What follows belongs to an exercise in optimizing a design on an open flow for small area; a production flow would make more cautious choices. Only simulation tests tie the RTL to the original design; equivalence was not proved. Power is estimated from default activity; no workload was simulated.

## grip_core
module grip_core (
    input  wire        clk,
    input  wire        rst,
    input  wire        clk_in,
    input  wire        data_in,
    input  wire        edge_evt,
    input  wire        edge_src,
    input  wire        dec_en,
    input  wire        rd_req,
    input  wire [3:0]  rd_addr,
    output wire [15:0] rd_data
);
==> module grip_core, before the edit <==
module grip_core (
    input  wire        clk,
    input  wire        rst,
    input  wire        clk_in,
    input  wire        data_in,
    input  wire        edge_evt,
    input  wire        edge_src,
    input  wire        dec_en,
    input  wire        rd_req,
    input  wire [3:0]  rd_addr,
    output wire [15:0] rd_data
);
    reg  [1:0]  v;
    reg         wg;       
    reg  [4:0]  cnt;
    reg  [15:0] acc;      
    reg  [3:0]  c;        
    wire is_clk = clk_in ^ v[0];
    wire is_gap = ~clk_in & ~v[0] & (data_in ^ v[1]) & wg;
    wire enq    = edge_evt & is_gap & (cnt == 5'd20);
    wire bit_in = edge_evt & is_clk;
    always @(posedge clk) begin
        if (bit_in & ~cnt[4])
            acc <= {acc[14:0], data_in};
        if (bit_in) begin
            if (cnt == 5'd0)
                c <= {3'b000, data_in};
            else
                c <= {c[2], c[1] ^ c[3], c[0] ^ c[3], c[3] ^ data_in};
        end
    end
    always @(posedge clk) begin
        if (rst) begin
            v   <= 2'b00;
            wg  <= 1'b0;
            cnt <= 5'd0;
        end else if (edge_evt) begin
            if (is_clk) begin
                if (~(cnt[4] & cnt[3]))   
                    cnt <= cnt + 5'd1;
            end else if (is_gap) begin
                cnt <= 5'd0;
            end
            wg <= ~v[0] & (data_in ^ v[1]);
            v  <= {data_in, clk_in};
        end
    end
    wire [15:0] p   = acc;            
    wire        ok  = (c == 4'd0);
    wire [1:0] t1 = {~p[1] & p[0], p[1] ^ p[0]};     
    wire [1:0] t2 = {~p[2] & p[3], p[2] ^ p[3]};     
    wire [1:0] t3 = {~p[5] & p[4], p[5] ^ p[4]};     
    wire [1:0] t4 = {~p[6] & p[7], p[6] ^ p[7]};     
    reg  [4:0] kc;
    always @(*) begin
        if (t3 == 2'b00)
            kc = {1'b0, t1, t2};
        else if (t2 != 2'b11)
            kc = {1'b1, t3[1], t1, t2[0]};
        else if (t1 != 2'b11)
            kc = {1'b1, t3[1], 2'b10, t1[0]};
        else
            kc = {3'b010, t3[1], 1'b0};
    end
    reg [13:0] enq_code;
    always @(*) begin
        if (!ok)
            enq_code = {6'd0, 5'b01001, 3'b111};
        else case (p[15:14])
            2'd0:    enq_code = {p[13:2], 2'b00};
            2'd1:    enq_code = {p[13:2], 2'b01};
            2'd3:    enq_code = {p[13:3], 3'b011};
            default: enq_code = t4[1] ? {p[13:8], kc, 3'b111}
                                      : {p[13:8], kc, t4[0], 2'b10};
        endcase
    end
    reg [13:0] q [0:9];
    reg [3:0]  count;
    wire full   = (count == 4'd10);
    wire empty  = (count == 4'd0);
    wire do_enq = enq & ~full;
    wire do_deq = dec_en & ~empty;
    integer i;
    always @(posedge clk) begin
        if (do_enq) begin
            q[0] <= enq_code;
            for (i = 1; i < 10; i = i + 1)
                q[i] <= q[i-1];
        end
    end
    always @(posedge clk) begin
        if (rst)
            count <= 4'd0;
        else if (do_enq & ~do_deq)
            count <= count + 4'd1;
        else if (do_deq & ~do_enq)
            count <= count - 4'd1;
    end
    reg [13:0] e;
    always @(*) begin
        e = 14'd0;
        for (i = 0; i < 10; i = i + 1)
            e = e | (q[i] & {14{count == i + 1}});
    end
    wire [4:0] ek  = e[7:3];
    wire       rej = (ek == 5'b01001);
    wire wr0 = do_deq & (e[1:0] == 2'b00);
    wire wr1 = do_deq & (e[1:0] == 2'b01);
    wire wr3 = do_deq & (e[2:0] == 3'b011);
    wire wr2 = do_deq & ((e[1:0] == 2'b10) | ((e[2:0] == 3'b111) & ~rej));
    reg [5:0]  x_r, yn_r, lt_r, rt_r, thr_r;
    reg [4:0]  dk_r;      
    reg [1:0]  dpady_p;   
    reg [10:0] btn_r;
    reg [3:0]  init_r;
    always @(posedge clk) begin
        if (wr0) begin
            x_r  <= e[7:2];
            yn_r <= e[13:8];
        end
        if (wr1) begin
            lt_r <= e[7:2];
            rt_r <= e[13:8];
        end
        if (wr2) begin
            thr_r   <= e[13:8];
            dk_r    <= ek;
            dpady_p <= e[0] ? 2'b11 : {1'b0, e[2]};
        end
        if (wr3)
            btn_r <= e[13:3];
    end
    always @(posedge clk) begin
        if (rst)
            init_r <= 4'd0;
        else
            init_r <= init_r | {wr3, wr2, wr1, wr0};
    end
    wire [10:0] sel;
    genvar k;
    generate
        for (k = 0; k < 11; k = k + 1) begin : g_sel
            assign sel[k] = ~rst & (rd_addr == k);
        end
    endgenerate
    wire s0 = init_r[0], s1 = init_r[1], s2 = init_r[2], s3 = init_r[3];
    reg [1:0] d1, d2, d3;
    always @(*) begin
        if (!dk_r[4]) begin
            if (dk_r[3:2] == 2'b10) begin
                d1 = 2'b11;
                d2 = 2'b11;
                d3 = {dk_r[1], 1'b1};
            end else begin
                d1 = dk_r[3:2];
                d2 = dk_r[1:0];
                d3 = 2'b00;
            end
        end else begin
            d3 = {dk_r[3], 1'b1};
            if (dk_r[2:1] == 2'b10) begin
                d1 = {1'b0, dk_r[0]};
                d2 = 2'b11;
            end else begin
                d1 = dk_r[2:1];
                d2 = {1'b0, dk_r[0]};
            end
        end
    end
    wire [1:0] hatx_p = d1, haty_p = d2, dpadx_p = d3;
    wire [1:0] dp = ({2{sel[5]}} & hatx_p)  | ({2{sel[6]}} & haty_p) |
                    ({2{sel[7]}} & dpadx_p) | ({2{sel[8]}} & dpady_p);
    wire [1:0] dv = dp & {2{s2}};
    wire [10:0] rd_val =
          ({11{sel[0] & s0}} & {5'd0, x_r})
        | ({11{sel[1] & s0}} & {5'd0, ~yn_r})
        | ({11{sel[2] & s1}} & {5'd0, lt_r})
        | ({11{sel[3] & s1}} & {5'd0, rt_r})
        | ({11{sel[4] & s2}} & {5'd0, thr_r})
        | {9'd0, dv}
        | ({11{sel[9] & s3}} & btn_r)
        | ({11{sel[10]}}     & {7'd0, init_r});
    reg [10:0] rd_q;
    always @(posedge clk) begin
        if (rst | rd_req)
            rd_q <= rd_val;
    end
    assign rd_data = {5'd0, rd_q};
endmodule
clock: 8.0 ns
lec_check: 0
abc_area: 1
cap_margin: 20
core_margin: 2
core_utilization: 70
cts_buf_list: sky130_fd_sc_hd__clkbuf_16
cts_cluster_diameter: 80
cts_cluster_size: 30
slew_margin: 20
standard.sh (not shown) runs the stock make flow with config.mk's settings and CLKGATE_MAP_FILE= SYNTH_SCRIPT=/design/flow/synth_recipe.tcl, a recipe that flattens the netlist after the stock synthesis.
==> flow/flow/run.sh <==
#!/bin/bash
# Own flow: the standard layout (standard.sh) with these changes:
#  - the ABC script ORFS's synthesis uses for ABC_AREA=1 is replaced by
#    flow/abc_area.script (area mapping, no buffering or upsizing);
#  - port buffers are buf_1 cells;
#  - CTS inserts no dummy loads and its root buffer is clkbuf_4;
#  - no adder extraction (ADDER_MAP_FILE empty), so ABC maps adders.
# The registers Yosys makes, the floorplan, power grid and tap cells are
# the standard flow's.
set -euo pipefail
W=$PWD
mkdir -p "$W/scripts_mod"
cp -r "$FLOW_HOME/scripts/." "$W/scripts_mod/"
cp "$W/flow/abc_area.script" "$W/scripts_mod/abc_area.script"
bash "$W/standard.sh" \
    SCRIPTS_DIR="$W/scripts_mod" \
    ADDER_MAP_FILE= \
    "BUFFER_PORTS_ARGS=-buffer_cell sky130_fd_sc_hd__buf_1" \
    "CTS_ARGS=-sink_clustering_enable -repair_clock_nets -sink_clustering_size 30 -sink_clustering_max_diameter 80 -buf_list sky130_fd_sc_hd__clkbuf_16 -dont_use_dummy_load -root_buf sky130_fd_sc_hd__clkbuf_4" \
    finish > "$W/standard_flow.log" 2>&1
==> flow/flow/abc_area.script <==
strash
ifraig
scorr
dc2
strash
dch -f
amap
topo
Rerun with:
--- a/flow/design.v
+++ b/flow/design.v
@@ -33,13 +33,13 @@
         if (rst) begin
             v   <= 2'b00;
             wg  <= 1'b0;
             cnt <= 5'd0;
         end else if (edge_evt) begin
             if (is_clk) begin
-                if (~(cnt[4] & cnt[3]))   
+                if (cnt != 5'd31)
                     cnt <= cnt + 5'd1;
             end else if (is_gap) begin
                 cnt <= 5'd0;
             end
             wg <= ~v[0] & (data_in ^ v[1]);
             v  <= {data_in, clk_in};
Effect:
- global-route usage goes down by 0.36 points
- setup slack is better by 0.026 ns
- design area is about the same
- die area is about the same
- combinational power barely changes
- wire length stays flat
- utilization is about the same
- via count goes up by 0.86%
- count of clock-buffer cells in the layout does not change

## what the ideal ports hide
How much do the figures lean on ideal ports? The routed layouts below were timed once more, with nothing changed but the port constraints.
Step 1 assumes that a clkbuf_16 drives the clock port and a buf_2 every other input.
Step 2, shift: input delay + t, output delay - t, t = (earliest + latest rising clock arrival at the registers) / 2. This alone moves slack from input paths to output paths.
a / b / c = ideal / step 1 / step 2; a / b = the first two.
run	t (ns)	setup slack, ns	hold WS [ns]	slew at the worst register clock pin (ns)
the first run	0.589	4.093 / 4.105 / 3.516	0.443 / 0.443 / 0.443	0.10 / 0.10
the second run	0.603	4.118 / 4.129 / 3.526	0.447 / 0.447 / 0.447	0.11 / 0.11
After both steps setup and hold are still met in every run listed. For the second run, which loses most, drivers alone change the setup slack by +0.011 ns; drivers and shift together by -0.592 ns.
